Source: an optimization exercise on an open RTL-to-GDS flow (aim: small area). Production flows keep margins and buffers that such runs may drop.
The RTL was checked by simulation tests, not by an equivalence proof against the original design.
Power and IR drop assume default switching activity.

`flow/run.sh`:
```
#!/bin/bash
# The standard ORFS layout (standard.sh) with these changes:
#  - synthesis: the same ORFS synthesis script, but ABC maps the logic for
#    area (flow/area.abc) instead of with the speed script, and adders are
#    left to ABC instead of being mapped to half/full adder cells first.
#    Registers are untouched, so they are the standard synthesis's.
#  - ports are buffered with the smallest buffer (buf_1);
#  - the clock tree is built from clkbuf_4 cells, without dummy loads.
# All tool output goes to standard.log (ORFS's step logs are under orfs/logs).
set -euo pipefail
HERE=$(pwd)
export MY_ABC_SCRIPT=$HERE/flow/area.abc
export BUFFER_PORTS_ARGS="-buffer_cell sky130_fd_sc_hd__buf_1"
export CTS_ARGS="-sink_clustering_enable -repair_clock_nets -dont_use_dummy_load -buf_list sky130_fd_sc_hd__clkbuf_4 -sink_clustering_size 8 -sink_clustering_max_diameter 40"
bash standard.sh SYNTH_SCRIPT=$HERE/flow/synth.tcl ADDER_MAP_FILE= finish > standard.log 2>&1
```
`flow/area.abc`:
```
strash
&get -n
&deepsyn -T 60
&put
dch -f
amap -F 5 -A 10
topo
```
`flow/synth.tcl`:
```
# The standard flow's synthesis script (synth_recipe.tcl), with ABC's -script argument
# replaced by MY_ABC_SCRIPT (an area-oriented mapping); nothing else changes.
proc synth {args} { yosys synth -nofsm -noshare {*}$args }
proc abc {args} {
  set i [lsearch -exact $args -script]
  if { $i >= 0 && [info exists ::env(MY_ABC_SCRIPT)] } {
    set args [lreplace $args [expr {$i + 1}] [expr {$i + 1}] $::env(MY_ABC_SCRIPT)]
  }
  yosys abc {*}$args
}
source $::env(SCRIPTS_DIR)/synth.tcl
# left out here: clear keep_hierarchy, flatten, clean up, hide names made inside functions, write 1_2_yosys.v
```
`standard.sh`:
```
#!/bin/bash
# synth_recipe.tcl (not shown) runs the flow's synth.tcl, then flattens the netlist and writes it again
# the make line also repeats each setting of config.mk as NAME=value (left out here)
make -C /OpenROAD-flow-scripts/flow DESIGN_CONFIG=/design/flow/config.mk WORK_HOME=/design/flow/orfs CLKGATE_MAP_FILE= SYNTH_SCRIPT=/design/flow/synth_recipe.tcl "${@:-finish}"
```
`config.mk`:
```
export PLATFORM = sky130hd
export DESIGN_NAME = autowater_brt
export DESIGN_NICKNAME = autowater_brt
export VERILOG_FILES = /design/flow/design.v
export SDC_FILE = /design/flow/constraint.sdc
export NUM_CORES = 4
export LEC_CHECK = 0
export CAP_MARGIN = 20
export CORE_MARGIN = 2
export CORE_UTILIZATION = 55
export SLEW_MARGIN = 20
```
`constraint.sdc`:
```
create_clock -name core_clock -period 10.0 [get_ports {clk}]
set_input_delay 2.0000 -clock core_clock [delete_from_list [all_inputs] [get_ports {clk}]]
set_output_delay 2.0000 -clock core_clock [all_outputs]
set_load 0.01 [all_outputs]
```
`design.v`:
```
module aw_i2c_phy (
    input  wire       clk,
    input  wire       rst,
    input  wire [2:0] req,         
    input  wire       owned,
    input  wire [7:0] tx_byte,     
    input  wire       ack_bit,     
    input  wire       sda_in,
    output reg        busy,
    output reg        done,        
    output reg  [7:0] rxsh,
    output reg        scl_lo,
    output reg        sda_lo
);
    localparam [2:0] R_START  = 3'd1;
    localparam [2:0] R_RSTART = 3'd2;
    localparam [2:0] R_STOP   = 3'd3;
    localparam [2:0] R_TX     = 3'd4;
    localparam [2:0] R_RX     = 3'd5;
    localparam [2:0] R_ACK    = 3'd6;
    reg  [7:0] cnt;
    wire [3:0] bitn = cnt[7:4];
    wire [1:0] qtr  = cnt[3:2];
    wire       qend = (cnt[1:0] == 2'd3);
    wire       q0   = (qtr == 2'd0);
    wire       q3   = (qtr == 2'd3);
    wire is_tx = (req == R_TX);
    wire is_rx = (req == R_RX);
    wire [3:0] last_bit = is_tx ? 4'd8 : is_rx ? 4'd7 : 4'd0;
    wire       op_end   = (cnt[3:0] == 4'hF) && (bitn == last_bit);
    wire       sample   = qend && (qtr == 2'd2) && (is_tx || is_rx);
    wire servable = (req == R_START) ? !owned : (req != 3'd0 && owned);
    reg want_scl_lo, want_sda_lo;
    always @(*) begin
        case (req)
            R_START: begin
                want_scl_lo = q3;
                want_sda_lo = !q0;
            end
            R_RSTART: begin
                want_scl_lo = q0 || q3;
                want_sda_lo = qtr[1];
            end
            R_STOP: begin
                want_scl_lo = q0;
                want_sda_lo = !qtr[1];
            end
            R_TX: begin
                want_scl_lo = q0 || q3;
                want_sda_lo = !bitn[3] && !tx_byte[~bitn[2:0]];
            end
            R_ACK: begin
                want_scl_lo = q0 || q3;
                want_sda_lo = !ack_bit;
            end
            default: begin    
                want_scl_lo = q0 || q3;
                want_sda_lo = 1'b0;
            end
        endcase
    end
    always @(posedge clk) begin
        if (sample)
            rxsh <= {rxsh[6:0], sda_in};
    end
    always @(posedge clk) begin
        if (rst) begin
            busy   <= 1'b0;
            done   <= 1'b0;
            cnt    <= 8'd0;
            scl_lo <= 1'b0;
            sda_lo <= 1'b0;
        end else begin
            done <= busy && op_end;
            cnt  <= (busy && !op_end) ? cnt + 8'd1 : 8'd0;
            if (busy) begin
                scl_lo <= want_scl_lo;
                sda_lo <= want_sda_lo;
                if (op_end)
                    busy <= 1'b0;
            end else if (!done && servable) begin
                busy <= 1'b1;
            end
        end
    end
endmodule
module aw_button_engine (
    input  wire        clk,
    input  wire        rst,
    input  wire        tick,
    input  wire        sample,        
    input  wire [7:0]  btn_in,
    input  wire        relay_active,
    output reg  [7:0]  raw,
    output wire [7:0]  pressed,
    output wire [7:0]  upped,
    output wire [7:0]  long_p,
    output wire [7:0]  vlong_p,
    output reg  [7:0]  keep_long,
    output reg  [7:0]  keep_vlong,
    output reg  [7:0]  dur,
    output reg  [15:0] idle,
    output wire        idle_expired
);
    reg [7:0] prev;       
    reg       long_f;     
    reg       vlong_f;    
    wire [7:0]  dur_t  = (tick && dur != 8'hFF) ? dur + 8'd1 : dur;
    wire [15:0] idle_t = tick ? idle + 16'd1 : idle;
    wire [7:0]  b      = ~btn_in;
    wire        b_none = (b == 8'h00);
    wire        ge_v   = (dur_t >= 8'd60);
    wire        ge_l   = (dur_t >= 8'd20);
    assign pressed      = raw & ~prev;
    assign upped        = prev & ~raw;
    assign long_p       = long_f ? keep_long : 8'h00;
    assign vlong_p      = vlong_f ? keep_vlong : 8'h00;
    assign idle_expired = (idle > 16'd1200);
    always @(posedge clk) begin
        if (rst) begin
            raw        <= 8'h00;
            prev       <= 8'h00;
            long_f     <= 1'b0;
            vlong_f    <= 1'b0;
            keep_long  <= 8'h00;
            keep_vlong <= 8'h00;
            dur        <= 8'h00;
            idle       <= 16'h0000;
        end else begin
            dur  <= dur_t;
            idle <= idle_t;
            if (sample) begin
                prev    <= raw;
                raw     <= b;
                long_f  <= 1'b0;
                vlong_f <= 1'b0;
                if (b_none) begin
                    dur        <= 8'h00;
                    keep_long  <= 8'h00;
                    keep_vlong <= 8'h00;
                end else if (ge_v) begin
                    if (keep_vlong == 8'h00) begin
                        vlong_f    <= 1'b1;
                        keep_vlong <= b;
                    end
                end else if (ge_l) begin
                    if (keep_long == 8'h00) begin
                        long_f    <= 1'b1;
                        keep_long <= b;
                    end
                end
                if ((raw & ~b) != 8'h00 || relay_active)
                    idle <= 16'h0000;
            end
        end
    end
endmodule
module autowater_brt (
    input  wire        clk,
    input  wire        rst,
    input  wire        cmd_valid,
    input  wire [15:0] cmd,
    input  wire [7:0]  btn_in,
    input  wire        relay_active,
    input  wire        tick,
    input  wire        alarm_line,
    input  wire        sda_in,
    input  wire        scl_in,
    output wire        cmd_ready,
    output wire        busy,
    output wire [7:0]  res,
    output wire [71:0] g_out,
    output wire [7:0]  raw_out,
    output wire [7:0]  pressed_out,
    output wire [7:0]  upped_out,
    output wire [7:0]  long_out,
    output wire [7:0]  vlong_out,
    output wire [7:0]  keep_long_out,
    output wire [7:0]  keep_vlong_out,
    output wire [7:0]  dur_out,
    output wire [15:0] idle_out,
    output wire        idle_expired,
    output wire        pending_alarm,
    output wire        bus_idle,
    output wire [7:0]  bcon_out,
    output wire [7:0]  bstat_out,
    output wire        waiting_out,
    output wire [7:0]  cache_out,
    output wire        ill,
    output wire        sda_out_n,
    output wire        scl_out_n
);
    localparam [2:0] R_NONE   = 3'd0;
    localparam [2:0] R_START  = 3'd1;
    localparam [2:0] R_RSTART = 3'd2;
    localparam [2:0] R_STOP   = 3'd3;
    localparam [2:0] R_TX     = 3'd4;
    localparam [2:0] R_RX     = 3'd5;
    localparam [2:0] R_ACK    = 3'd6;
    localparam [3:0] K_DONE     = 4'd0;
    localparam [3:0] K_START    = 4'd1;
    localparam [3:0] K_RSTART   = 4'd2;
    localparam [3:0] K_STOP     = 4'd3;
    localparam [3:0] K_SEND     = 4'd4;
    localparam [3:0] K_RECV     = 4'd5;
    localparam [3:0] K_BRRES    = 4'd6;    
    localparam [3:0] K_DECODE   = 4'd7;    
    localparam [3:0] K_LOADCNT  = 4'd8;    
    localparam [3:0] K_WAITCNT  = 4'd9;    
    localparam [3:0] K_VLTEST   = 4'd10;   
    localparam [3:0] K_CACHEMOD = 4'd11;   
    localparam [3:0] K_CACHEINI = 4'd12;   
    localparam [3:0] K_NOP      = 4'd13;
    localparam [2:0] S_C     = 3'd0;    
    localparam [2:0] S_ARG   = 3'd1;    
    localparam [2:0] S_ENC   = 3'd2;    
    localparam [2:0] S_ALM   = 3'd3;    
    localparam [2:0] S_CACHE = 3'd4;
    reg [7:0]  g [0:8];
    reg [6:0]  t0, t1;           
    reg [5:0]  t2, t3;
    reg [2:0]  t4;
    reg [4:0]  t5;
    reg        busy_r;
    reg [6:0]  pc;
    reg [7:0]  res_r;
    reg        ill_r;
    reg [7:0]  cache_r;
    reg [4:0]  wcnt;
    reg        alarm_prev_r;
    reg        pending_r;
    reg [2:0]  req;
    reg        ackdt_r;
    reg        ackstat_r;
    reg        owned_r;
    function [7:0] enc_bcd;
        input [7:0] v;
        reg [15:0] prod;
        reg [7:0]  q;
        reg [7:0]  r;
        begin
            prod    = {8'h00, v} * 16'd205;
            q       = {3'b000, prod[15:11]};
            r       = v - q * 8'd10;
            enc_bcd = {q[3:0], r[3:0]};
        end
    endfunction
    function [7:0] dec_bcd;
        input [7:0] b;
        begin
            dec_bcd = {4'h0, b[7:4]} * 8'd10 + {4'h0, b[3:0]};
        end
    endfunction
    wire [3:0] l_kind;
    wire [7:0] l_byte;
    wire [2:0] l_src;
    wire [0:0] l_nackv;
    assign l_kind[0] =
        (pc == 7'h00) | (pc == 7'h02) | (pc == 7'h04) | (pc == 7'h0a) | (pc == 7'h0d) | (pc == 7'h0e) |
        (pc == 7'h17) | (pc == 7'h18) | (pc == 7'h1b) | (pc == 7'h1d) | (pc == 7'h23) | (pc == 7'h27) |
        (pc == 7'h28) | (pc == 7'h29) | (pc == 7'h2a) | (pc == 7'h2c) | (pc == 7'h3c) | (pc == 7'h3d) |
        (pc == 7'h40) | (pc == 7'h45) | (pc == 7'h49) | (pc == 7'h50) | (pc == 7'h54) | (pc == 7'h55) |
        (pc == 7'h56) | (pc == 7'h57) | (pc == 7'h58) | (pc == 7'h59) | (pc == 7'h5a) | (pc == 7'h5b) |
        (pc == 7'h5c) | (pc == 7'h60) | (pc == 7'h61) | (pc == 7'h62) | (pc == 7'h63) | (pc == 7'h66);
    assign l_kind[1] =
        (pc == 7'h01) | (pc == 7'h02) | (pc == 7'h0d) | (pc == 7'h17) | (pc == 7'h1b) | (pc == 7'h24) |
        (pc == 7'h26) | (pc == 7'h2a) | (pc == 7'h2b) | (pc == 7'h3c) | (pc == 7'h40) | (pc == 7'h49) |
        (pc == 7'h51) | (pc == 7'h53) | (pc == 7'h5b) | (pc == 7'h5c) | (pc == 7'h60) | (pc == 7'h61) |
        (pc == 7'h62) | (pc == 7'h66);
    assign l_kind[2] =
        (pc == 7'h03) | (pc == 7'h04) | (pc == 7'h0b) | (pc == 7'h0c) | (pc == 7'h0f) | (pc == 7'h10) |
        (pc == 7'h11) | (pc == 7'h12) | (pc == 7'h13) | (pc == 7'h14) | (pc == 7'h15) | (pc == 7'h16) |
        (pc == 7'h19) | (pc == 7'h1a) | (pc == 7'h24) | (pc == 7'h25) | (pc == 7'h27) | (pc == 7'h28) |
        (pc == 7'h29) | (pc == 7'h2d) | (pc == 7'h2e) | (pc == 7'h2f) | (pc == 7'h30) | (pc == 7'h31) |
        (pc == 7'h32) | (pc == 7'h33) | (pc == 7'h34) | (pc == 7'h35) | (pc == 7'h36) | (pc == 7'h37) |
        (pc == 7'h38) | (pc == 7'h39) | (pc == 7'h3a) | (pc == 7'h3b) | (pc == 7'h3e) | (pc == 7'h3f) |
        (pc == 7'h41) | (pc == 7'h46) | (pc == 7'h47) | (pc == 7'h48) | (pc == 7'h51) | (pc == 7'h52) |
        (pc == 7'h54) | (pc == 7'h55) | (pc == 7'h56) | (pc == 7'h57) | (pc == 7'h58) | (pc == 7'h59) |
        (pc == 7'h5a) | (pc == 7'h5c) | (pc == 7'h64) | (pc == 7'h65);
    assign l_kind[3] =
        (pc == 7'h1c) | (pc == 7'h1d) | (pc == 7'h29) | (pc == 7'h2b) | (pc == 7'h41) | (pc == 7'h60) |
        (pc == 7'h61) | (pc == 7'h62);
    assign l_byte[0] =
        (pc == 7'h26) | (pc == 7'h46) | (pc == 7'h53) | (pc == 7'h64);
    assign l_byte[1] =
        (pc == 7'h0a) | (pc == 7'h0e) | (pc == 7'h0f) | (pc == 7'h18) | (pc == 7'h23) | (pc == 7'h26) |
        (pc == 7'h2c) | (pc == 7'h3d) | (pc == 7'h45) | (pc == 7'h50) | (pc == 7'h52) | (pc == 7'h53) |
        (pc == 7'h63);
    assign l_byte[2] = 1'b0;
    assign l_byte[3] =
        (pc == 7'h46);
    assign l_byte[4] = 1'b0;
    assign l_byte[5] =
        (pc == 7'h0a) | (pc == 7'h0c) | (pc == 7'h0e) | (pc == 7'h18) | (pc == 7'h23) | (pc == 7'h26) |
        (pc == 7'h2c) | (pc == 7'h2e) | (pc == 7'h3d) | (pc == 7'h45) | (pc == 7'h50) | (pc == 7'h53) |
        (pc == 7'h63);
    assign l_byte[6] = 1'b0;
    assign l_byte[7] =
        (pc == 7'h0a) | (pc == 7'h0e) | (pc == 7'h18) | (pc == 7'h23) | (pc == 7'h26) | (pc == 7'h2c) |
        (pc == 7'h37) | (pc == 7'h38) | (pc == 7'h39) | (pc == 7'h3a) | (pc == 7'h3d) | (pc == 7'h45) |
        (pc == 7'h50) | (pc == 7'h53) | (pc == 7'h63);
    assign l_src[0] =
        (pc == 7'h00) | (pc == 7'h01) | (pc == 7'h03) | (pc == 7'h47) | (pc == 7'h48);
    assign l_src[1] =
        (pc == 7'h10) | (pc == 7'h11) | (pc == 7'h12) | (pc == 7'h13) | (pc == 7'h14) | (pc == 7'h15) |
        (pc == 7'h16) | (pc == 7'h30) | (pc == 7'h31) | (pc == 7'h32) | (pc == 7'h33) | (pc == 7'h34) |
        (pc == 7'h35) | (pc == 7'h36) | (pc == 7'h47) | (pc == 7'h48);
    assign l_src[2] =
        (pc == 7'h65);
    assign l_nackv[0] =
        (pc == 7'h28) | (pc == 7'h5a);
    wire l_prim = (pc[6:3] == 4'd0);
    wire [7:0] arg_r = {t1[0], t0};
    wire       phy_busy, phy_done;
    wire [7:0] rxsh;
    wire [7:0] gsel    = g[pc[3:0]];
    wire       enc_g   = (req == R_TX) && phy_busy;
    wire [7:0] enc_in  = enc_g ? gsel : cmd[7:0];
    wire [7:0] enc_out = enc_bcd(enc_in);
    reg [7:0] tx_byte;
    always @(*) begin
        case (l_src)
            S_ARG:   tx_byte = arg_r;
            S_ENC:   tx_byte = enc_out;
            S_ALM:   tx_byte = (gsel == 8'hFF) ? 8'h80 : enc_out;
            S_CACHE: tx_byte = cache_r;
            default: tx_byte = l_byte;
        endcase
    end
    aw_i2c_phy u_phy (
        .clk     (clk),
        .rst     (rst),
        .req     (req),
        .owned   (owned_r),
        .tx_byte (tx_byte),
        .ack_bit (ackdt_r),
        .sda_in  (sda_in),
        .busy    (phy_busy),
        .done    (phy_done),
        .rxsh    (rxsh),
        .scl_lo  (scl_out_n),
        .sda_lo  (sda_out_n)
    );
    reg [7:0] rx_mask;
    always @(*) begin
        case (pc[3:0])
            4'h4, 4'h5: rx_mask = 8'h7F;
            4'h6, 4'h7: rx_mask = 8'h3F;
            4'h8:       rx_mask = 8'h07;
            4'h9:       rx_mask = 8'h1F;
            default:    rx_mask = 8'hFF;
        endcase
    end
    wire [7:0] rx_dec = dec_bcd(rxsh & rx_mask);
    reg        n_busy;
    reg [6:0]  n_pc;
    reg [7:0]  n_res;
    reg        n_ill;
    reg [7:0]  n_cache;
    reg [4:0]  n_wcnt;
    reg        n_pending;
    reg [2:0]  n_req;
    reg        n_ackdt;
    reg        n_ackstat;
    reg        n_owned;
    reg        do_sample;
    reg        t_we;
    reg        g_dec;
    reg        g_ld;
    reg        ret;
    reg        e_bus_idle;
    reg        acc;
    always @(*) begin
        n_busy    = busy_r;
        n_pc      = pc;
        n_res     = res_r;
        n_ill     = ill_r;
        n_cache   = cache_r;
        n_wcnt    = wcnt;
        n_pending = pending_r;
        n_req     = req;
        n_ackdt   = ackdt_r;
        n_ackstat = ackstat_r;
        n_owned   = owned_r;
        do_sample = 1'b0;
        t_we      = 1'b0;
        g_dec     = 1'b0;
        g_ld      = 1'b0;
        ret       = 1'b0;
        if (tick && n_wcnt != 5'd0)
            n_wcnt = n_wcnt - 5'd1;
        if (alarm_line != alarm_prev_r)
            n_pending = 1'b1;
        if (phy_done) begin
            n_req = R_NONE;
            if (req == R_START) n_owned = 1'b1;
            if (req == R_STOP)  n_owned = 1'b0;
            if (req == R_TX)    n_ackstat = rxsh[0];
        end
        e_bus_idle = (n_req == R_NONE) || (n_req == R_TX);
        if (busy_r) begin
            case (l_kind)
                K_START, K_RSTART, K_SEND: begin
                    if (req == R_TX) begin
                        if (phy_done) ret = 1'b1;
                    end else if (req == R_START || req == R_RSTART) begin
                        if (e_bus_idle) n_req = R_TX;
                    end else if (e_bus_idle) begin
                        n_req = (l_kind == K_START)  ? R_START :
                                (l_kind == K_RSTART) ? R_RSTART : R_TX;
                    end
                end
                K_STOP: begin
                    if (e_bus_idle) begin
                        n_req = R_STOP;
                        ret   = 1'b1;
                    end
                end
                K_RECV: begin
                    if (req == R_RX) begin
                        if (phy_done) begin
                            n_ackdt = l_prim ? t0[0] : l_nackv[0];
                            n_req   = R_ACK;
                            ret     = 1'b1;
                        end
                    end else if (e_bus_idle) begin
                        n_req = R_RX;
                    end
                end
                K_BRRES: begin
                    if (res_r[0]) n_pc = 7'h49;
                    else          n_pc = pc + 7'd1;
                end
                K_DECODE: begin
                    g_dec  = 1'b1;
                    n_busy = 1'b0;
                end
                K_LOADCNT: begin
                    n_wcnt = 5'd20;
                    n_pc   = pc + 7'd1;
                end
                K_WAITCNT: begin
                    if (n_wcnt == 5'd0) n_busy = 1'b0;
                end
                K_VLTEST: begin
                    if (!rxsh[7]) begin
                        n_cache = rxsh;
                        n_busy  = 1'b0;
                    end else begin
                        n_pc = pc + 7'd1;
                    end
                end
                K_CACHEMOD: begin
                    case (pc[1:0])
                        2'd0:    n_cache = cache_r | 8'h02;
                        2'd1:    n_cache = cache_r & ~8'h02;
                        default: n_cache = cache_r & ~8'h08;
                    endcase
                    n_pc = 7'h63;
                end
                K_CACHEINI: begin
                    n_cache = 8'h00;
                    n_busy  = 1'b0;
                end
                K_NOP: n_pc = pc + 7'd1;
                default: n_busy = 1'b0;    
            endcase
            if (ret) begin
                n_pc = pc + 7'd1;
                if (l_kind == K_RECV) begin
                    if (l_prim) n_res = rxsh;
                    else        t_we  = 1'b1;
                end else begin
                    n_res[0] = res_r[0] | (l_kind != K_STOP && rxsh[0]);
                end
                if (l_prim) n_busy = 1'b0;
            end
        end
        acc = cmd_valid && !n_busy;
        if (acc) begin
            case (cmd[15:8])
                8'h10: begin
                    do_sample = 1'b1;
                    n_res     = 8'h00;
                end
                8'h11: begin
                    n_pending = 1'b0;
                    n_res     = 8'h00;
                end
                8'h20, 8'h21, 8'h22, 8'h23, 8'h24: begin
                    n_busy = 1'b1;
                    n_pc   = {4'd0, cmd[10:8]};
                    n_res  = 8'h00;
                end
                8'h30: begin n_busy = 1'b1; n_pc = 7'h50; n_res = 8'h00; end
                8'h31: begin n_busy = 1'b1; n_pc = 7'h0a; n_res = 8'h00; end
                8'h32: begin n_busy = 1'b1; n_pc = 7'h23; n_res = 8'h00; end
                8'h33: begin n_busy = 1'b1; n_pc = 7'h45; n_res = 8'h00; end
                8'h34: begin n_busy = 1'b1; n_pc = 7'h60; n_res = 8'h00; end
                8'h35: begin n_busy = 1'b1; n_pc = 7'h61; n_res = 8'h00; end
                8'h36: begin n_busy = 1'b1; n_pc = 7'h62; n_res = 8'h00; end
                8'h38: n_res = enc_out;
                8'h39: n_res = dec_bcd(cmd[7:0]);
                8'h40, 8'h41, 8'h42, 8'h43, 8'h44, 8'h45, 8'h46, 8'h47, 8'h48: begin
                    g_ld  = 1'b1;
                    n_res = 8'h00;
                end
                default: begin
                    n_ill = 1'b1;
                    n_res = 8'hFF;
                end
            endcase
        end
    end
    integer i;
    always @(posedge clk) begin
        if (rst) begin
            for (i = 0; i < 9; i = i + 1) g[i] <= 8'h00;
            busy_r       <= 1'b0;
            pc           <= 7'd0;
            res_r        <= 8'h00;
            ill_r        <= 1'b0;
            cache_r      <= 8'h00;
            wcnt         <= 5'd0;
            pending_r    <= 1'b0;
            req          <= R_NONE;
            ackdt_r      <= 1'b0;
            ackstat_r    <= 1'b0;
            owned_r      <= 1'b0;
        end else begin
            for (i = 0; i < 9; i = i + 1) begin
                if (g_ld && cmd[11:8] == i)
                    g[i] <= cmd[7:0];
                else if (g_dec && i == 6)
                    g[i] <= rx_dec;
                else if (g_dec && i < 6)
                    g[i] <= (i == 0) ? {1'b0, t0} :
                            (i == 1) ? {1'b0, t1} :
                            (i == 2) ? {2'b0, t2} :
                            (i == 3) ? {2'b0, t3} :
                            (i == 4) ? {5'b0, t4} : {3'b0, t5};
            end
            busy_r       <= n_busy;
            pc           <= n_pc;
            res_r        <= n_res;
            ill_r        <= n_ill;
            cache_r      <= n_cache;
            wcnt         <= n_wcnt;
            pending_r    <= n_pending;
            req          <= n_req;
            ackdt_r      <= n_ackdt;
            ackstat_r    <= n_ackstat;
            owned_r      <= n_owned;
        end
    end
    always @(posedge clk) begin
        alarm_prev_r <= alarm_line;
        if (acc && cmd[15:12] == 4'h2) begin
            t0    <= cmd[6:0];
            t1[0] <= cmd[7];
        end else if (t_we) begin
            case (pc[3:0])
                4'h4: t0 <= rx_dec[6:0];
                4'h5: t1 <= rx_dec[6:0];
                4'h6: t2 <= rx_dec[5:0];
                4'h7: t3 <= rx_dec[5:0];
                4'h8: t4 <= rx_dec[2:0];
                4'h9: t5 <= rx_dec[4:0];
                default: ;
            endcase
        end
    end
    aw_button_engine u_btn (
        .clk          (clk),
        .rst          (rst),
        .tick         (tick),
        .sample       (do_sample),
        .btn_in       (btn_in),
        .relay_active (relay_active),
        .raw          (raw_out),
        .pressed      (pressed_out),
        .upped        (upped_out),
        .long_p       (long_out),
        .vlong_p      (vlong_out),
        .keep_long    (keep_long_out),
        .keep_vlong   (keep_vlong_out),
        .dur          (dur_out),
        .idle         (idle_out),
        .idle_expired (idle_expired)
    );
    wire p_start  = (req == R_START);
    wire p_rstart = (req == R_RSTART);
    wire p_stop   = (req == R_STOP);
    wire p_recv   = (req == R_RX);
    wire p_ack    = (req == R_ACK);
    wire tx_busy  = (req == R_TX);
    assign cmd_ready     = ~busy_r;
    assign busy          = busy_r;
    assign res           = res_r;
    assign g_out         = {g[8], g[7], g[6], g[5], g[4], g[3], g[2], g[1], g[0]};
    assign pending_alarm = pending_r;
    assign bus_idle      = (req == R_NONE) || tx_busy;
    assign bcon_out      = {2'b00, ackdt_r, p_ack, p_recv, p_stop, p_rstart, p_start};
    assign bstat_out     = {5'b00000, ackstat_r, tx_busy, 1'b0};
    assign waiting_out   = tx_busy;
    assign cache_out     = cache_r;
    assign ill           = ill_r;
    wire unused_scl_in = scl_in;
endmodule
```
==> run notes, run 1 <==
number of synthesized flops with an enable pin 42; Sink Count 221; CTS Root Cell clkbuf_4; CTS buffer count 36; critical path class reg -> reg; net count reported at finish 1585; cell area after layout 11860 um2; Critical Path Max Stage Delay 0.58 ns; max_slew headroom 26.93%; largest net degree at the start of global routing 37; Final Setup Violations 0; Layout fillers 1755; fin crit period 7.993 ns; pin slew with the least headroom to its limit 1.085 ns; routed vias 11320; synth-to-layout area growth 13.15%; drt first pass iters 6; Fmax 0.1251 GHz; DR WL/cell 20.66 um; Layout Skew 0.1006 ns; vias per inst 6.342; Mapped Cells 1297; ranking of synthesized cells by area dfxtp_1 (34%), edfxtp_1 (12%), clkinv_1 (8.2%), nor2_1 (7.5%), o22ai_1 (4.8%); CP Capture Type register; P_leak 3.858 nW; sequential area share after synthesis 46.21%; Worst EP required 10.54 ns; Commonest cells post-synth clkinv_1 (229), nor2_1 (209), dfxtp_1 (179), o21ai_0 (100), nand2_1 (83); antenna-violating nets left 0; CP max stage cell dfxtp_1; type of origin of the critical path register; first-pass GRT wire length 56230 um; Slew Limit Fails 0; post-CTS setup repair buffer count 0; Avg Inst Size Synth 8.084 um2; DP Area 11590 um2; Top-Level Pins 225; MaxCap Viol Count 0; Fin. Hold Viols 0; maximum VDD drop 0.1244 mV; CTS tree done; worst min-delay path class reg -> reg; DIE WIDTH 142.1 um; H-tree lvl count 2; cts repair resizes 0; site row count 50; clock latency (worst-skew pair) 0.67 ns; max reg flops 72; total power 1.558 mW; Hold-fix buffers, CTS 0; core area 18710 um2; final std cells w/o fill 1785; drt total wl 36880 um; PD cells 131.4 nW/um2; ys async rst share 0%; Yosys cell types 51; Reg with most FFs g; run status no timing/DRC/antenna violations; GP Congestion 0.9853; dpl hpwl 27770 um; Seq. cell area 4845 um2; layout cells sized above 1 3.353%; Longest Clk Path Bufs 3; Synth Cell Area 10490 um2; antenna violations before repair 0; Starting Density 56.05%; most frequent cell after synthesis clkinv_1; top-area cell type share of the netlist area 34.18%; Congestion Overflow GR 0; number of global-route vias before repair 10400; Die Y 142.1 um; area of the multi-input gates 4695 um2; period utilization 79.93%; flops & latches, synth 221; Clock transition at path regs 0.09 ns; Die Footprint 20180 um2; DRC errors left 0; total global routing track utilization 35.67%; antenna fix cells 0; setup TNS 0 ns; Syn. warnings 4; RSZ-0062 raised after global routing false; Core Util, Final 63.42%; Crit path arrival time 8.53 ns; Post-synth top flop dfxtp_1; DRT iter0 DRCs 1344; cell count after placement 1749; PortBufs 214; Largest regs g x72, u_btn.idle x16; crit path max fanout 9; Yosys top cell by area dfxtp_1
routing by layer:
metal | track usage, % | vias up | share of wire [%]
met3 | 7.133 | 121 | 11
met1 | 48.14 | 5207 | 40
li1 | - | 5280 | -
met2 | 56.19 | 712 | 45
met5 | 0 | - | 0
met4 | 14.84 | 0 | 4.2
cell usage in the layout, fill, tap and decap left out, types with 7 or more instances in the layout:
cell type    n
nor2_1     209
a221oi_1    10
edfxtp_1    42
nand4_1     15
a222oi_1    43
a32o_1       7
clkinv_1   229
o32ai_1     10
o21ai_0     99
nor3_1      48
o22ai_1     81
nand2_1     83
o211ai_1     9
or2_0        7
o221ai_1     9
a21oi_1     47
nand3_1     23
clkbuf_4    36
buf_4       13
dfxtp_1    179
a31oi_1     13
conb_1       9
a211oi_1    10
a22oi_1     26
buf_1      213
or3_1        7
critical path, delay by kind of cell (launching register included):
family / cells / cell delay, ns
DFF: 1 / 0.58
and+or+nand+nor: 8 / 1.47
AOI/OAI and AO/OA: 23 / 4.39
buffers and inverters: 6 / 1.41
path summary, 6_finish.rpt:
path / start / end / slack [ns] / cells past startpoint
max reg2reg: pc[0]$_SDFF_PP0_ / u_phy.sda_lo$_SDFFE_PP0P_ / 2.01 / 37
max: pc[0]$_SDFF_PP0_ / u_phy.sda_lo$_SDFFE_PP0P_ / 2.01 / 37
min reg2reg: u_phy.cnt[0]$_SDFF_PP0_ / u_phy.cnt[0]$_SDFF_PP0_ / 0.45 / 1
min: u_phy.cnt[0]$_SDFF_PP0_ / u_phy.cnt[0]$_SDFF_PP0_ / 0.45 / 1
power breakdown:
group,switching (mW),internal (mW)
clock network,0.305,0.166
logic,0.122,0.0474
registers,0.00773,0.910
total,0.435,1.12
through the flow:
| stage | setup slack (ns) | hold slack, ns |
|---|---|---|
| 4_1_cts | 2.335 | 0.4445 |
| 3_3_place_gp | 2.581 | 0.4264 |
| 6_report | 2.007 | 0.4512 |
| 3_5_place_dp | 2.470 | 0.4295 |
| 2_1_floorplan | 3.717 | 0.4094 |
| 5_1_grt | 1.358 | 0.4745 |
cells by family after synthesis:
| logic type | Yosys count | synth area share (%) |
|---|---|---|
| compound gates | 419 | 27.65 |
| buf+inv | 246 | 9.415 |
| flops | 221 | 46.21 |
| other cells | 1 | 0.03577 |
| simple gates | 410 | 16.69 |
final cells by class:
cell class	count	share of cell area, %
Tap cell	234	2.468
Multi-Input combinational cell	838	39.57
Sequential cell	221	40.84
Timing Repair Buffer	227	7.604
Inverter	229	7.245
Clock buffer	36	2.278
==> inputs of run 2 (changes only) <==
--- a/design.v
+++ b/design.v
@@ -226,7 +226,6 @@
     reg [7:0]  res_r;
     reg        ill_r;
     reg [7:0]  cache_r;
-    reg [4:0]  wcnt;
     reg        alarm_prev_r;
     reg        pending_r;
     reg [2:0]  req;
@@ -357,7 +356,8 @@
     reg [7:0]  n_res;
     reg        n_ill;
     reg [7:0]  n_cache;
-    reg [4:0]  n_wcnt;
+    reg        w_ld;
+    reg        w_dec;
     reg        n_pending;
     reg [2:0]  n_req;
     reg        n_ackdt;
@@ -376,7 +376,8 @@
         n_res     = res_r;
         n_ill     = ill_r;
         n_cache   = cache_r;
-        n_wcnt    = wcnt;
+        w_ld      = 1'b0;
+        w_dec     = 1'b0;
         n_pending = pending_r;
         n_req     = req;
         n_ackdt   = ackdt_r;
@@ -387,8 +388,6 @@
         g_dec     = 1'b0;
         g_ld      = 1'b0;
         ret       = 1'b0;
-        if (tick && n_wcnt != 5'd0)
-            n_wcnt = n_wcnt - 5'd1;
         if (alarm_line != alarm_prev_r)
             n_pending = 1'b1;
         if (phy_done) begin
@@ -436,11 +435,12 @@
                     n_busy = 1'b0;
                 end
                 K_LOADCNT: begin
-                    n_wcnt = 5'd20;
+                    w_ld   = 1'b1;
                     n_pc   = pc + 7'd1;
                 end
                 K_WAITCNT: begin
-                    if (n_wcnt == 5'd0) n_busy = 1'b0;
+                    w_dec = tick && (t2[4:0] != 5'd0);
+                    if (t2[4:0] == {4'd0, w_dec}) n_busy = 1'b0;
                 end
                 K_VLTEST: begin
                     if (!rxsh[7]) begin
@@ -521,7 +521,6 @@
             res_r        <= 8'h00;
             ill_r        <= 1'b0;
             cache_r      <= 8'h00;
-            wcnt         <= 5'd0;
             pending_r    <= 1'b0;
             req          <= R_NONE;
             ackdt_r      <= 1'b0;
@@ -545,7 +544,6 @@
             res_r        <= n_res;
             ill_r        <= n_ill;
             cache_r      <= n_cache;
-            wcnt         <= n_wcnt;
             pending_r    <= n_pending;
             req          <= n_req;
             ackdt_r      <= n_ackdt;
@@ -558,6 +556,10 @@
         if (acc && cmd[15:12] == 4'h2) begin
             t0    <= cmd[6:0];
             t1[0] <= cmd[7];
+        end else if (w_ld) begin
+            t2[4:0] <= 5'd20;
+        end else if (w_dec) begin
+            t2[4:0] <= t2[4:0] - 5'd1;
         end else if (t_we) begin
             case (pc[3:0])
                 4'h4: t0 <= rx_dec[6:0];
==> flow/area.abc (replaced) <==
strash
&get -n
&deepsyn -T 300
&put
dch -f
amap -F 5 -A 10
topo
==> run notes, run 2 <==
Critical path destination u_btn.vlong_f$_SDFFE_PP0N_; worst min-delay path class reg -> reg; Reg with most FFs g; Slew Limit Fails 0; crit path max fanout 19; most frequent cells in the layout clkinv_1 (219), buf_1 (214), nor2_1 (200), dfxtp_1 (174), o21ai_0 (102); period utilization 83.26%; Hold-fix buffers, CTS 0; Post-synth top flop dfxtp_1; vias per inst 6.398; DRC errors left 0; Fin. Hold Viols 0; commonest non-fill, non-tap cell in the layout clkinv_1; type of origin of the critical path register; largest family of logic cells by synthesized area compound AO/OA/AOI/OAI gates; Avg Inst Size Synth 7.995 um2; top-area cell type share of the netlist area 34.12%; Congestion Overflow GR 0; number of synthesized flops with an enable pin 42; Worst EP required 10.55 ns; drt total wl 37580 um; site row count 49; largest net degree at the start of global routing 25; Largest regs g x72, u_btn.idle x16; CP Capture Type register; Crit path buffers/inverters 5; antenna-violating nets left 0; reg2reg path depth 22; post-CTS setup repair buffer count 0; worst path cell trace clkinv_1 -> nor2_1 -> clkinv_1 -> nor2_1 -> clkinv_1 -> nor2_1 -> clkinv_1 -> nand2_1 -> nor4_1 -> nand2_1 -> o221ai_1 -> nand2_1 -> nand2_1 -> o32ai_1 -> nor2_1 -> o311ai_0 -> nand2_1 -> or4_1 -> nor3_1 -> clkinv_1 -> or4_1 -> o22ai_1; critical path class reg -> reg; Synth Area in Simple Gates 17.41%; critical path depth 22; Top-Level Pins 225; antenna violations before repair 1; dpl hpwl 28520 um; Critical Path Max Stage Delay 0.78 ns; most frequent cell after synthesis clkinv_1; Syn. warnings 4; Layout Skew 0.08470 ns; Post-Synth Adder-Cell Area 0%; CTS Root Cell clkbuf_4; Die Footprint 19670 um2; drt first pass iters 6; Seq. cell area 4745 um2; area of the multi-input gates 4557 um2; CP max stage cell or4_1; flops & latches, synth 216; fin crit period 8.326 ns; Starting Density 56.45%; RSZ-0062 raised after global routing false; DR WL/cell 21.42 um; Yosys top cell by area dfxtp_1; largest delay contributor family on the critical path simple AND/OR/NAND/NOR gates; Commonest cells post-synth clkinv_1 (219), nor2_1 (200), dfxtp_1 (174), o21ai_0 (102), nand2_1 (99); net count reported at finish 1558; CTS tree done; synth-to-layout area growth 12.94%; Critical Path Source pc[0]$_SDFF_PP0_; Longest Clk Path Bufs 3; MaxCap Viol Count 0; max_slew headroom 23.02%; DIE WIDTH 140.2 um; Synth Cell Area 10210 um2; layout cells sized above 1 2.887%; xor and xnor area share after synthesis 0%; total global routing track utilization 37.26%; FF-to-FF End u_btn.vlong_f$_SDFFE_PP0N_; Yosys cell types 43; H-tree lvl count 2; cts repair resizes 0; Sink Count 216; RR Startpoint pc[0]$_SDFF_PP0_; CTS buffer count 36; DRT iter0 DRCs 1335; Crit path arrival time 8.87 ns; compound-gate portion of the synthesized area 26.78%; PortBufs 214; PD cells 127.1 nW/um2; ys async rst share 0%; Clock transition at path regs 0.09 ns; sequential area share after synthesis 46.47%; maximum VDD drop 0.1221 mV; total power 1.466 mW; core area 18090 um2; FF-to-FF setup slack 1.67 ns; P_leak 3.839 nW; ranking of synthesized cells by area dfxtp_1 (34%), edfxtp_1 (12%), clkinv_1 (8.1%), nor2_1 (7.4%), o22ai_1 (5.6%); routed vias 11220; clock latency (worst-skew pair) 0.64 ns; Mapped Cells 1277; setup TNS 0 ns; GP Congestion 1.017; number of global-route vias before repair 10270; proportion of synthesized area in mux cells 0%; run status no timing/DRC/antenna violations; Fmax 0.1201 GHz; first-pass GRT wire length 57460 um; Final Setup Violations 0; Die Y 140.2 um; Layout fillers 1686; pin slew with the least headroom to its limit 1.143 ns; max reg flops 72
-- run 2: cells by family after synthesis --
family / Yosys count
buf+inv: 236
simple gates: 414
flops: 216
compound gates: 410
other cells: 1
-- run 2: cell type report --
type	count	area share, %
sequential	216	41.15
inverter	219	7.129
tap	229	2.485
antenna	1	0.02170
timing repair buffer	220	7.357
clock buffer	36	2.344
multi-input combinational	833	39.52
-- run 2: per-stage QoR --
stage	hold slack, ns	setup WS [ns]	utilization (%)	instances	cell area, um2
6_report	0.4521	1.674	63.76	1754	11530
5_1_grt	0.4834	1.200	63.76	1754	11530
4_1_cts	0.4563	2.006	63.66	1752	11510
3_5_place_dp	0.4364	2.069	62.17	1716	11240
3_3_place_gp	0.4299	2.304	62.14	1716	11240
2_1_floorplan	0.4216	4.473	-	1285	10240
-- run 2: where the power goes --
part           total (mW)  switching [mW]  leakage [nW]  internal [mW]
Sequential          0.895         0.00564          1.78          0.890
Combinational       0.112          0.0832          1.89         0.0284
Clock               0.459           0.293         0.166          0.166
-- run 2: worst min-delay path by stage --
stage	endpoint	slack, ns	start	cells past startpoint
after CTS	g[3][2]$_SDFFE_PP0P_	0.46	t3[2]$_DFFE_PP_	2
final	g[3][2]$_SDFFE_PP0P_	0.45	t3[2]$_DFFE_PP_	2
after global placement	g[1][5]$_SDFFE_PP0P_	0.43	t1[5]$_DFFE_PP_	2
after floorplan	u_phy.cnt[1]$_SDFF_PP0_	0.42	u_phy.cnt[1]$_SDFF_PP0_	1
after global routing	g[5][3]$_SDFFE_PP0P_	0.48	t5[3]$_DFFE_PP_	2
after detailed placement	g[3][1]$_SDFFE_PP0P_	0.44	t3[1]$_DFFE_PP_	2
-- run 2: metal layers --
layer	wire length (um)	GRT usage (%)
met5	0	0
met4	1512	15.90
met3	4443	7.897
met2	16710	57.40
met1	14910	50.99
-- run 2: worst register-to-register path: cells and delay by family (launching register included) --
family	cells	cell delay [ns]
AND/OR/NAND/NOR	13	4.39
buffers and inverters	5	2.01
flip-flops	1	0.70
AO/OA/AOI/OAI	4	1.12
==> inputs of run 3 (changes only) <==
--- a/design.v
+++ b/design.v
@@ -211,11 +211,6 @@
     localparam [3:0] K_CACHEMOD = 4'd11;   
     localparam [3:0] K_CACHEINI = 4'd12;   
     localparam [3:0] K_NOP      = 4'd13;
-    localparam [2:0] S_C     = 3'd0;    
-    localparam [2:0] S_ARG   = 3'd1;    
-    localparam [2:0] S_ENC   = 3'd2;    
-    localparam [2:0] S_ALM   = 3'd3;    
-    localparam [2:0] S_CACHE = 3'd4;
     reg [7:0]  g [0:8];
     reg [6:0]  t0, t1;           
     reg [5:0]  t2, t3;
@@ -251,8 +246,7 @@
         end
     endfunction
     wire [3:0] l_kind;
-    wire [7:0] l_byte;
-    wire [2:0] l_src;
+    wire [3:0] l_bsel;
     wire [0:0] l_nackv;
     assign l_kind[0] =
         (pc == 7'h00) | (pc == 7'h02) | (pc == 7'h04) | (pc == 7'h0a) | (pc == 7'h0d) | (pc == 7'h0e) |
@@ -279,33 +273,21 @@
     assign l_kind[3] =
         (pc == 7'h1c) | (pc == 7'h1d) | (pc == 7'h29) | (pc == 7'h2b) | (pc == 7'h41) | (pc == 7'h60) |
         (pc == 7'h61) | (pc == 7'h62);
-    assign l_byte[0] =
-        (pc == 7'h26) | (pc == 7'h46) | (pc == 7'h53) | (pc == 7'h64);
-    assign l_byte[1] =
+    assign l_bsel[0] =
+        (pc == 7'h26) | (pc == 7'h37) | (pc == 7'h38) | (pc == 7'h39) | (pc == 7'h3a) | (pc == 7'h46) |
+        (pc == 7'h47) | (pc == 7'h48) | (pc == 7'h53) | (pc == 7'h64);
+    assign l_bsel[1] =
         (pc == 7'h0a) | (pc == 7'h0e) | (pc == 7'h0f) | (pc == 7'h18) | (pc == 7'h23) | (pc == 7'h26) |
-        (pc == 7'h2c) | (pc == 7'h3d) | (pc == 7'h45) | (pc == 7'h50) | (pc == 7'h52) | (pc == 7'h53) |
-        (pc == 7'h63);
-    assign l_byte[2] = 1'b0;
-    assign l_byte[3] =
-        (pc == 7'h46);
-    assign l_byte[4] = 1'b0;
-    assign l_byte[5] =
+        (pc == 7'h2c) | (pc == 7'h3d) | (pc == 7'h45) | (pc == 7'h46) | (pc == 7'h50) | (pc == 7'h52) |
+        (pc == 7'h53) | (pc == 7'h63) | (pc == 7'h65);
+    assign l_bsel[2] =
         (pc == 7'h0a) | (pc == 7'h0c) | (pc == 7'h0e) | (pc == 7'h18) | (pc == 7'h23) | (pc == 7'h26) |
-        (pc == 7'h2c) | (pc == 7'h2e) | (pc == 7'h3d) | (pc == 7'h45) | (pc == 7'h50) | (pc == 7'h53) |
-        (pc == 7'h63);
-    assign l_byte[6] = 1'b0;
-    assign l_byte[7] =
-        (pc == 7'h0a) | (pc == 7'h0e) | (pc == 7'h18) | (pc == 7'h23) | (pc == 7'h26) | (pc == 7'h2c) |
-        (pc == 7'h37) | (pc == 7'h38) | (pc == 7'h39) | (pc == 7'h3a) | (pc == 7'h3d) | (pc == 7'h45) |
-        (pc == 7'h50) | (pc == 7'h53) | (pc == 7'h63);
-    assign l_src[0] =
-        (pc == 7'h00) | (pc == 7'h01) | (pc == 7'h03) | (pc == 7'h47) | (pc == 7'h48);
-    assign l_src[1] =
+        (pc == 7'h2c) | (pc == 7'h2e) | (pc == 7'h37) | (pc == 7'h38) | (pc == 7'h39) | (pc == 7'h3a) |
+        (pc == 7'h3d) | (pc == 7'h45) | (pc == 7'h50) | (pc == 7'h53) | (pc == 7'h63);
+    assign l_bsel[3] =
         (pc == 7'h10) | (pc == 7'h11) | (pc == 7'h12) | (pc == 7'h13) | (pc == 7'h14) | (pc == 7'h15) |
         (pc == 7'h16) | (pc == 7'h30) | (pc == 7'h31) | (pc == 7'h32) | (pc == 7'h33) | (pc == 7'h34) |
-        (pc == 7'h35) | (pc == 7'h36) | (pc == 7'h47) | (pc == 7'h48);
-    assign l_src[2] =
-        (pc == 7'h65);
+        (pc == 7'h35) | (pc == 7'h36) | (pc == 7'h47) | (pc == 7'h48) | (pc == 7'h65);
     assign l_nackv[0] =
         (pc == 7'h28) | (pc == 7'h5a);
     wire l_prim = (pc[6:3] == 4'd0);
@@ -318,13 +300,20 @@
     wire [7:0] enc_out = enc_bcd(enc_in);
     reg [7:0] tx_byte;
     always @(*) begin
-        case (l_src)
-            S_ARG:   tx_byte = arg_r;
-            S_ENC:   tx_byte = enc_out;
-            S_ALM:   tx_byte = (gsel == 8'hFF) ? 8'h80 : enc_out;
-            S_CACHE: tx_byte = cache_r;
-            default: tx_byte = l_byte;
+        case (l_bsel)
+            4'd0:    tx_byte = 8'h00;
+            4'd1:    tx_byte = 8'h01;
+            4'd2:    tx_byte = 8'h02;
+            4'd3:    tx_byte = 8'h09;
+            4'd4:    tx_byte = 8'h20;
+            4'd5:    tx_byte = 8'h80;
+            4'd6:    tx_byte = 8'hA2;
+            4'd7:    tx_byte = 8'hA3;
+            4'd8:    tx_byte = enc_out;
+            4'd9:    tx_byte = (gsel == 8'hFF) ? 8'h80 : enc_out;
+            default: tx_byte = cache_r;
         endcase
+        if (l_prim) tx_byte = arg_r;
     end
     aw_i2c_phy u_phy (
         .clk     (clk),
==> flow/area.abc (replaced) <==
strash
&get -n
&deepsyn -T 60
&put
dch -f
amap -F 5 -A 10
topo
==> run notes, run 3 <==
Largest regs g x72, u_btn.idle x16; Sink Count 216; FF-to-FF setup slack 1.70 ns; CP dominant cell by count nor2_1; Clock transition at path regs 0.08 ns; CP Capture Type register; Longest Clk Path Bufs 3; DP Area 11450 um2; period utilization 83.04%; compound-gate portion of the synthesized area 28.62%; Final Setup Violations 0; worst min-delay path class reg -> reg; Synth Area in Simple Gates 16.31%; ranking of synthesized cells by area dfxtp_1 (34%), edfxtp_1 (12%), clkinv_1 (7.9%), nor2_1 (6.9%), o22ai_1 (5.1%); Die Y 141.2 um; DRT iter0 DRCs 1615; P_leak 3.896 nW; site row count 50; cts repair resizes 0; PortBufs 214; pin slew with the least headroom to its limit 1.032 ns; commonest non-fill, non-tap cell in the layout clkinv_1; number of global-route vias before repair 10380; DR WL/cell 20.74 um; DRC errors left 0; type of origin of the critical path register; Mapped Cells 1279; flops & latches, synth 216; fin crit period 8.304 ns; Layout Skew 0.09672 ns; largest delay contributor family on the critical path compound AO/OA/AOI/OAI gates; top-area cell type share of the netlist area 33.66%; Post-Synth Adder-Cell Area 0%; CTS Root Cell clkbuf_4; antenna-violating nets left 0; synth-to-layout area growth 13.39%; Starting Density 55.69%; Congestion Overflow GR 0; sequential area share after synthesis 45.85%; CTS tree done; cell area after layout 11730 um2; Die Footprint 19930 um2; end of the worst hold path u_phy.cnt[0]$_SDFF_PP0_; number of synthesized flops with an enable pin 42; max_slew headroom 30.47%; Post-synth top flop dfxtp_1; Crit path arrival time 8.85 ns; net count reported at finish 1568; post-CTS setup repair buffer count 0; drt total wl 36690 um; core area 18580 um2; WHS Path Cells 1; Synth Cell Area 10350 um2; final std cells w/o fill 1769; setup TNS 0 ns; antenna violations before repair 1; Fmax 0.1204 GHz; maximum VDD drop 0.09806 mV; largest family of logic cells by synthesized area compound AO/OA/AOI/OAI gates; DIE WIDTH 141.2 um; vias per inst 6.405; HP Start u_phy.cnt[0]$_SDFF_PP0_; first-pass GRT wire length 55920 um; Commonest cells post-synth clkinv_1 (219), nor2_1 (191), dfxtp_1 (174), o21ai_0 (102), nand2_1 (90); most frequent cell after synthesis clkinv_1; largest net degree at the start of global routing 36; xor and xnor area share after synthesis 0%; Yosys top cell by area dfxtp_1; CP max stage cell nor2_1; Critical Path Max Stage Delay 0.58 ns; Worst EP required 10.54 ns; run status no timing/DRC/antenna violations; crit path max fanout 13; Crit path buffers/inverters 4; ys async rst share 0%; FF-to-FF End u_phy.sda_lo$_SDFFE_PP0P_; RR Startpoint pc[0]$_SDFF_PP0_; Avg Inst Size Synth 8.090 um2; reg2reg path depth 32; clock latency (worst-skew pair) 0.65 ns; PD cells 126.7 nW/um2; dpl hpwl 27590 um; max reg flops 72; RSZ-0062 raised after global routing false; drt first pass iters 9; most frequent cells in the layout clkinv_1 (219), buf_1 (214), nor2_1 (191), dfxtp_1 (174), o21ai_0 (101); routed vias 11330; MaxCap Viol Count 0; pre-CTS setup slack 2.152 ns; proportion of synthesized area in mux cells 0%; cell count after placement 1732; total global routing track utilization 35.78%; Yosys cell types 51; GP Congestion 1.014; critical path class reg -> reg; Top-Level Pins 225; Syn. warnings 4; Worst Setup Slack, final 1.696 ns; Hold-fix buffers, CTS 0; Reg with most FFs g; Slew Limit Fails 0; CTS buffer count 36; H-tree lvl count 2; Fin. Hold Viols 0; layout cells sized above 1 3.390%
run 3: changes by cell type after synthesis, moves of 7 or more:
cell,previous run,this run
a222oi_1,32,43
o22ai_1,92,84
nand3_1,25,37
nor4_1,16,8
a31oi_1,11,18
o32ai_1,13,4
nor2_1,200,191
nand2_1,99,90
run 3: cells by family (layout without fill, tap and decap cells):
kind of cell / after synthesis / after routing
buf+inv: 236 / 483
simple gates: 396 / 396
compound gates: 430 / 430
other cells: 1 / 10
flops: 216 / 216
run 3: through the flow:
stage / hold slack (ns) / util [%] / total power, mW
detailed placement: 0.4337 / 61.65 / 1.046
global route: 0.4619 / 63.14 / 1.537
floorplan: 0.4132 / - / 0.9981
global placement: 0.4216 / 61.63 / 1.045
finish: 0.4501 / 63.14 / 1.487
CTS: 0.4535 / 63.10 / 1.490
run 3: cell type report:
type                    instances  area (um2)
diodes                          1       2.502
clock buffers                  36       270.3
fillers                      1733        6848
inverters                     219       822.0
multi-input cells             835        4692
flip-flops and latches        216        4745
well taps                     234       292.8
repair buffers                228       908.4
run 3: how the worst max path moves through the flow:
stage / cells after the start / to / slack (ns) / from
final: 32 / u_phy.sda_lo$_SDFFE_PP0P_ / 1.70 / pc[0]$_SDFF_PP0_
after global routing: 32 / u_phy.sda_lo$_SDFFE_PP0P_ / 1.09 / pc[0]$_SDFF_PP0_
after CTS: 32 / u_phy.sda_lo$_SDFFE_PP0P_ / 2.07 / pc[0]$_SDFF_PP0_
after detailed placement: 32 / u_phy.sda_lo$_SDFFE_PP0P_ / 2.15 / pc[0]$_SDFF_PP0_
after global placement: 32 / u_phy.sda_lo$_SDFFE_PP0P_ / 2.03 / pc[0]$_SDFF_PP0_
after floorplan: 25 / u_phy.sda_lo$_SDFFE_PP0P_ / 3.93 / cmd[5]
run 3: report_power, final:
group	internal [mW]	switching, mW
clock network	0.166	0.291
registers	0.892	0.00813
logic	0.0361	0.0936
total	1.09	0.393
run 3: metal layers:
| metal | global-route usage [%] | vias to the layer above | part of all wire, % |
|---|---|---|---|
| met3 | 9.885 | 137 | 13 |
| met1 | 48.40 | 5215 | 39 |
| met2 | 53.30 | 757 | 43 |
| met4 | 16.32 | 0 | 4.9 |
| met5 | 2.005 | - | 0 |
| li1 | - | 5222 | - |
run 3: worst register-to-register path, delay by kind of cell, from the launching register on:
kind / cells / cell delay [ns]
buf+inv: 4 / 1.49
simple gates: 8 / 1.84
compound gates: 20 / 4.42
flops: 1 / 0.48
==> inputs of run 4 (changes only) <==
==> flow/area.abc (replaced) <==
strash
&get -n
&deepsyn -T 600
&put
dch -f
amap -F 5 -A 10
topo
==> run notes, run 4 <==
Fin. Hold Viols 0; P_leak 3.856 nW; Longest Clk Path Bufs 3; CTS buffer count 35; PD cells 126.4 nW/um2; Post-Synth Adder-Cell Area 0%; GR Layer Usage met2 53.46%; critical path class reg -> reg; crit path max fanout 24; proportion of synthesized area in mux cells 0%; Syn. warnings 4; max_slew headroom 24.26%; Fmax 0.1157 GHz; cell area after layout 11550 um2; Synth Cell Area 10210 um2; commonest non-fill, non-tap cell in the layout clkinv_1; worst min-delay path class reg -> reg; vias per inst 6.310; Hold-fix buffers, CTS 0; largest net degree at the start of global routing 27; Crit path arrival time 9.10 ns; dpl hpwl 26790 um; clock latency (worst-skew pair) 0.64 ns; max reg flops 72; largest family of logic cells by synthesized area compound AO/OA/AOI/OAI gates; H-tree lvl count 2; Congestion Overflow GR 0; MaxCap Viol Count 0; Post-synth top flop dfxtp_1; PortBufs 214; Starting Density 56.48%; layout cells sized above 1 3.046%; Avg Inst Size Synth 8.101 um2; sequential area share after synthesis 46.45%; total power 1.460 mW; Yosys cell types 49; DRC errors left 0; Critical Path Source pc[0]$_SDFF_PP0_; Top Usage Layer GRT met2; Die Footprint 19680 um2; xor and xnor area share after synthesis 0%; HP Start t1[1]$_DFFE_PP_; Layout Skew 0.08586 ns; RR Startpoint pc[0]$_SDFF_PP0_; maximum VDD drop 0.09788 mV; number of global-route vias before repair 9757; cts repair resizes 0; setup TNS 0 ns; site row count 49; type of origin of the critical path register; RSZ-0062 raised after global routing false; fin crit period 8.643 ns; Worst EP required 10.45 ns; GR Util met3 7.556%; CTS Root Cell clkbuf_4; flops & latches, synth 216; ranking of synthesized cells by area dfxtp_1 (34%), edfxtp_1 (12%), clkinv_1 (8.5%), nor2_1 (7.3%), o22ai_1 (5.9%); Largest regs g x72, u_btn.idle x16; Synth Area in Simple Gates 15.91%; Die Y 140.3 um; routed vias 10990; DP Area 11280 um2; net count reported at finish 1544; DR WL/cell 20.20 um; drt total wl 35170 um; Yosys top cell by area dfxtp_1; CP Capture Type register; GP Congestion 0.9985; ys async rst share 0%; antenna-violating nets left 0; Sink Count 216; number of synthesized flops with an enable pin 42; pin slew with the least headroom to its limit 1.124 ns; antenna violations before repair 1; most frequent cells in the layout clkinv_1 (232), buf_1 (214), nor2_1 (198), dfxtp_1 (174), o22ai_1 (97); post-CTS setup repair buffer count 0; Final Setup Violations 0; compound-gate portion of the synthesized area 27.83%; core area 18090 um2; Commonest cells post-synth clkinv_1 (232), nor2_1 (198), dfxtp_1 (174), o22ai_1 (97), o21ai_0 (82); Slew Limit Fails 0; Mapped Cells 1261; CTS tree done; total global routing track utilization 34.54%; period utilization 86.43%; top-area cell type share of the netlist area 34.10%; DIE WIDTH 140.3 um; most frequent cell after synthesis clkinv_1; first-pass GRT wire length 53530 um; Top-Level Pins 225; DRT iter0 DRCs 1596; grt met1 use 48.37%; run status no timing/DRC/antenna violations; Clock transition at path regs 0.09 ns; Reg with most FFs g; drt first pass iters 22; synth-to-layout area growth 13.08%; FF-to-FF setup slack 1.36 ns
run 4: cell families after synthesis:
kind of cell | after synthesis
buffers and inverters | 249
AO/OA/AOI/OAI | 415
AND/OR/NAND/NOR | 380
other | 1
flip-flops | 216
run 4: worst paths after layout:
kind | to | cells after the start
setup / recovery | u_btn.keep_vlong[3]$_SDFFE_PP0P_ | 27
hold / removal | g[1][1]$_SDFFE_PP0P_ | 2
setup reg to reg | u_btn.keep_vlong[3]$_SDFFE_PP0P_ | 27
hold reg to reg | g[1][1]$_SDFFE_PP0P_ | 2
run 4: cell type report:
| class | count | area (um2) |
|---|---|---|
| well taps | 229 | 286.5 |
| multi-input cells | 804 | 4511 |
| repair buffers | 223 | 870.8 |
| fillers | 1709 | 6535 |
| flip-flops and latches | 216 | 4745 |
| diodes | 2 | 5.005 |
| inverters | 232 | 870.8 |
| clock buffers | 35 | 262.8 |
run 4: worst max-delay path, stage by stage, from the launching register on:
cell,delay (ns)
dfxtp_1,0.63
clkinv_1,0.51
nor2_1,0.69
clkinv_1,0.58
nor2_1,0.56
clkinv_1,0.23
a31oi_1,0.50
nand3_1,0.20
nor2_1,0.39
a31oi_1,0.14
a31oi_1,0.25
a311oi_1,0.13
o311a_1,0.21
nor2_1,0.24
nand3_1,0.14
o31a_1,0.14
o31a_1,0.11
nor2_1,0.20
clkinv_1,0.15
o221ai_1,0.24
nand2_1,0.26
clkinv_1,0.21
nand2_1,0.09
or4_1,0.47
nor2_1,0.33
nand2_1,0.09
nand2_1,0.62
o22ai_1,0.17
run 4: power by group:
| part | total (mW) | leakage, nW | switching (mW) | internal (mW) |
|---|---|---|---|---|
| Combinational | 0.113 | 1.91 | 0.0830 | 0.0299 |
| Sequential | 0.896 | 1.78 | 0.00597 | 0.890 |
| Clock | 0.450 | 0.161 | 0.289 | 0.161 |
| Total | 1.46 | 3.86 | 0.378 | 1.08 |
run 4: layer usage:
layer | vias up | wire length (um)
li1 | 5127 | -
met1 | 5035 | 14320
met2 | 718 | 15380
met3 | 105 | 4331
met4 | 0 | 1139
met5 | - | 0
run 4: through the flow:
stage               instances  utilization (%)  setup slack (ns)  hold slack, ns
floorplan                1269                -             3.337          0.4098
global placement         1704            62.34             1.886          0.4180
detailed placement       1704            62.36             1.876          0.4236
CTS                      1739            63.81             1.836          0.4244
global route             1741            63.87            0.8374          0.4476
finish                   1741            63.87             1.357          0.4268
==> inputs of run 5 (changes only) <==
--- a/design.v
+++ b/design.v
@@ -7,7 +7,7 @@
     input  wire       ack_bit,     
     input  wire       sda_in,
     output reg        busy,
-    output reg        done,        
+    output wire       done,        
     output reg  [7:0] rxsh,
     output reg        scl_lo,
     output reg        sda_lo
@@ -29,6 +29,7 @@
     wire [3:0] last_bit = is_tx ? 4'd8 : is_rx ? 4'd7 : 4'd0;
     wire       op_end   = (cnt[3:0] == 4'hF) && (bitn == last_bit);
     wire       sample   = qend && (qtr == 2'd2) && (is_tx || is_rx);
+    assign done = !busy && cnt[0];
     wire servable = (req == R_START) ? !owned : (req != 3'd0 && owned);
     reg want_scl_lo, want_sda_lo;
     always @(*) begin
@@ -66,13 +67,11 @@
     always @(posedge clk) begin
         if (rst) begin
             busy   <= 1'b0;
-            done   <= 1'b0;
             cnt    <= 8'd0;
             scl_lo <= 1'b0;
             sda_lo <= 1'b0;
         end else begin
-            done <= busy && op_end;
-            cnt  <= (busy && !op_end) ? cnt + 8'd1 : 8'd0;
+            cnt  <= !busy ? 8'd0 : op_end ? 8'd1 : cnt + 8'd1;
             if (busy) begin
                 scl_lo <= want_scl_lo;
                 sda_lo <= want_sda_lo;
==> run notes, run 5 <==
number of global-route vias before repair 10120; drt first pass iters 7; synth-to-layout area growth 13.12%; grt met1 use 48.18%; critical path class reg -> reg; total global routing track utilization 35.74%; DP Area 11290 um2; drt total wl 36120 um; number of synthesized flops with an enable pin 42; Top Usage Layer GRT met2; Die Footprint 19700 um2; top-area cell type share of the netlist area 33.88%; layout cells sized above 1 3.082%; cell area after layout 11560 um2; dpl hpwl 27190 um; CTS Root Cell clkbuf_4; first-pass GRT wire length 55330 um; Die Y 140.3 um; Yosys top cell by area dfxtp_1; WHS 0.3893 ns; Worst EP required 10.46 ns; Avg Inst Size Synth 8.025 um2; clock latency (worst-skew pair) 0.67 ns; ys async rst share 0%; DR WL/cell 20.58 um; Fmax 0.1140 GHz; commonest non-fill, non-tap cell in the layout buf_1; crit path max fanout 24; Core Util, Final 63.94%; type of origin of the critical path register; CTS tree done; Synth Cell Area 10220 um2; final std cells w/o fill 1755; max reg flops 72; Sink Count 215; Layout Skew 0.1033 ns; run status no timing/DRC/antenna violations; setup TNS 0 ns; CTS buffer count 36; Syn. warnings 4; net count reported at finish 1559; fin crit period 8.774 ns; largest net degree at the start of global routing 38; GP Congestion 0.9942; Top-Level Pins 225; max_slew headroom 25.28%; most frequent cells in the layout buf_1 (213), nor2_1 (205), clkinv_1 (202), dfxtp_1 (173), o21ai_0 (114); antenna violations before repair 1; antenna-violating nets left 0; DRC errors left 0; period utilization 87.74%; CP dominant cell by count clkinv_1; Yosys cell types 49; pre-CTS setup slack 1.628 ns; Reg with most FFs g; Worst Setup Slack, final 1.226 ns; GR Layer Usage met2 55.83%; MaxCap Viol Count 0; maximum VDD drop 0.09985 mV; GR Util met3 8.034%; Fin. Hold Viols 0; Hold-fix buffers, CTS 0; P_leak 3.719 nW; most frequent cell after synthesis nor2_1; Mapped Cells 1274; post-CTS setup repair buffer count 0; Crit path arrival time 9.23 ns; CP max stage cell nor2_1; worst min-delay path class reg -> reg; Commonest cells post-synth nor2_1 (205), clkinv_1 (202), dfxtp_1 (173), o21ai_0 (114), o22ai_1 (90); PortBufs 214; total power 1.458 mW; ranking of synthesized cells by area dfxtp_1 (34%), edfxtp_1 (12%), nor2_1 (7.5%), clkinv_1 (7.4%), o21ai_0 (5.6%); site row count 49; Starting Density 56.53%; DRT iter0 DRCs 1204; cts repair resizes 0; flops & latches, synth 215; DIE WIDTH 140.3 um; routed vias 11120; Clock transition at path regs 0.09 ns; cell count after placement 1718; vias per inst 6.336; Longest Clk Path Bufs 3; sequential area share after synthesis 46.21%; Post-synth top flop dfxtp_1; Slew Limit Fails 0; Congestion Overflow GR 0; CP Capture Type register; RSZ-0062 raised after global routing false; PD cells 126.1 nW/um2; pin slew with the least headroom to its limit 1.117 ns; Largest regs g x72, u_btn.idle x16; Final Setup Violations 0; Critical Path Max Stage Delay 0.98 ns; H-tree lvl count 2; core area 18090 um2
-- run 5: changes by cell type in the layout (fill, tap and decap cells not counted), sizes merged, moves of 7 or more --
cell    delta
o211a      -9
nor3      +13
nand3     -10
a221oi     +7
nor2       +7
clkinv    -30
a211oi     -8
o21ai     +32
nand2      +7
o22ai      -7
a22oi     +21
a31oi      -8
a222oi    -24
-- run 5: kinds of logic (layout without fill, tap and decap cells) --
kind of cell / after synthesis / in the layout / share of synthesized area (%)
flops: 215 / 215 / 46.21
buf+inv: 219 / 462 / 8.665
simple gates: 407 / 407 / 17.12
other cells: 1 / 10 / 0.03668
compound gates: 432 / 432 / 27.96
-- run 5: worst paths after layout --
kind | cells past startpoint | slack [ns] | to | start
setup / recovery | 28 | 1.23 | u_btn.keep_vlong[2]$_SDFFE_PP0P_ | pc[2]$_SDFF_PP0_
hold / removal | 2 | 0.39 | g[4][1]$_SDFFE_PP0P_ | t4[1]$_DFFE_PP_
setup reg to reg | 28 | 1.23 | u_btn.keep_vlong[2]$_SDFFE_PP0P_ | pc[2]$_SDFF_PP0_
hold reg to reg | 2 | 0.39 | g[4][1]$_SDFFE_PP0P_ | t4[1]$_DFFE_PP_
-- run 5: report_power, final --
part	internal (mW)	total (mW)	switching (mW)	leakage, nW
combinational	0.0281	0.109	0.0805	1.78
sequential	0.887	0.894	0.00705	1.77
clock	0.166	0.455	0.289	0.166
-- run 5: per-layer routing --
layer | up-vias | wire length (um) | share of wire, %
met5 | - | 0 | 0
met4 | 0 | 1408 | 3.9
met3 | 120 | 4319 | 12
met2 | 767 | 15940 | 44
met1 | 5068 | 14450 | 40
li1 | 5165 | - | -
-- run 5: worst max-delay path, delay by kind of cell (launching register included) --
family	cells	cell delay, ns
AOI/OAI and AO/OA	6	1.73
buffers and inverters	7	2.00
DFF	1	0.51
and+or+nand+nor	15	4.35
-- run 5: cell type report --
type	instances	area [um2]
antenna	1	2.502
clock buffer	36	270.3
fill	1705	6521
inverter	202	758.2
multi-input combinational	848	4643
sequential	215	4725
tap	229	286.5
timing repair buffer	224	879.6

-- separate check: timing with driven ports --
The results above use ideal ports. As a check the final layouts listed here were re-extracted and re-timed, cells and wires unchanged.
Step 1, drivers: a clkbuf_16 drives clk and a buf_2 each remaining input, both assumed.
Step 2 also shifts input and output timing later by t, the mid clock arrival at the registers, as if the neighbouring blocks saw the same clock.
Slacks: ideal ports / drivers / drivers and shift; pairs: ideal ports / drivers.
| run | t (ns) | slack for setup (ns) | cell pins on the clock port's net |
|---|---|---|---|
| run 1 | 0.658 | 2.007 / 2.007 / 2.007 | 1 |
| run 2 | 0.646 | 1.674 / 1.674 / 1.674 | 1 |
| run 3 | 0.643 | 1.696 / 1.696 / 1.696 | 1 |
| run 4 | 0.637 | 1.357 / 1.357 / 1.357 | 1 |
| run 5 | 0.660 | 1.226 / 1.226 / 1.226 | 1 |
After both steps every run listed still meets setup and hold.
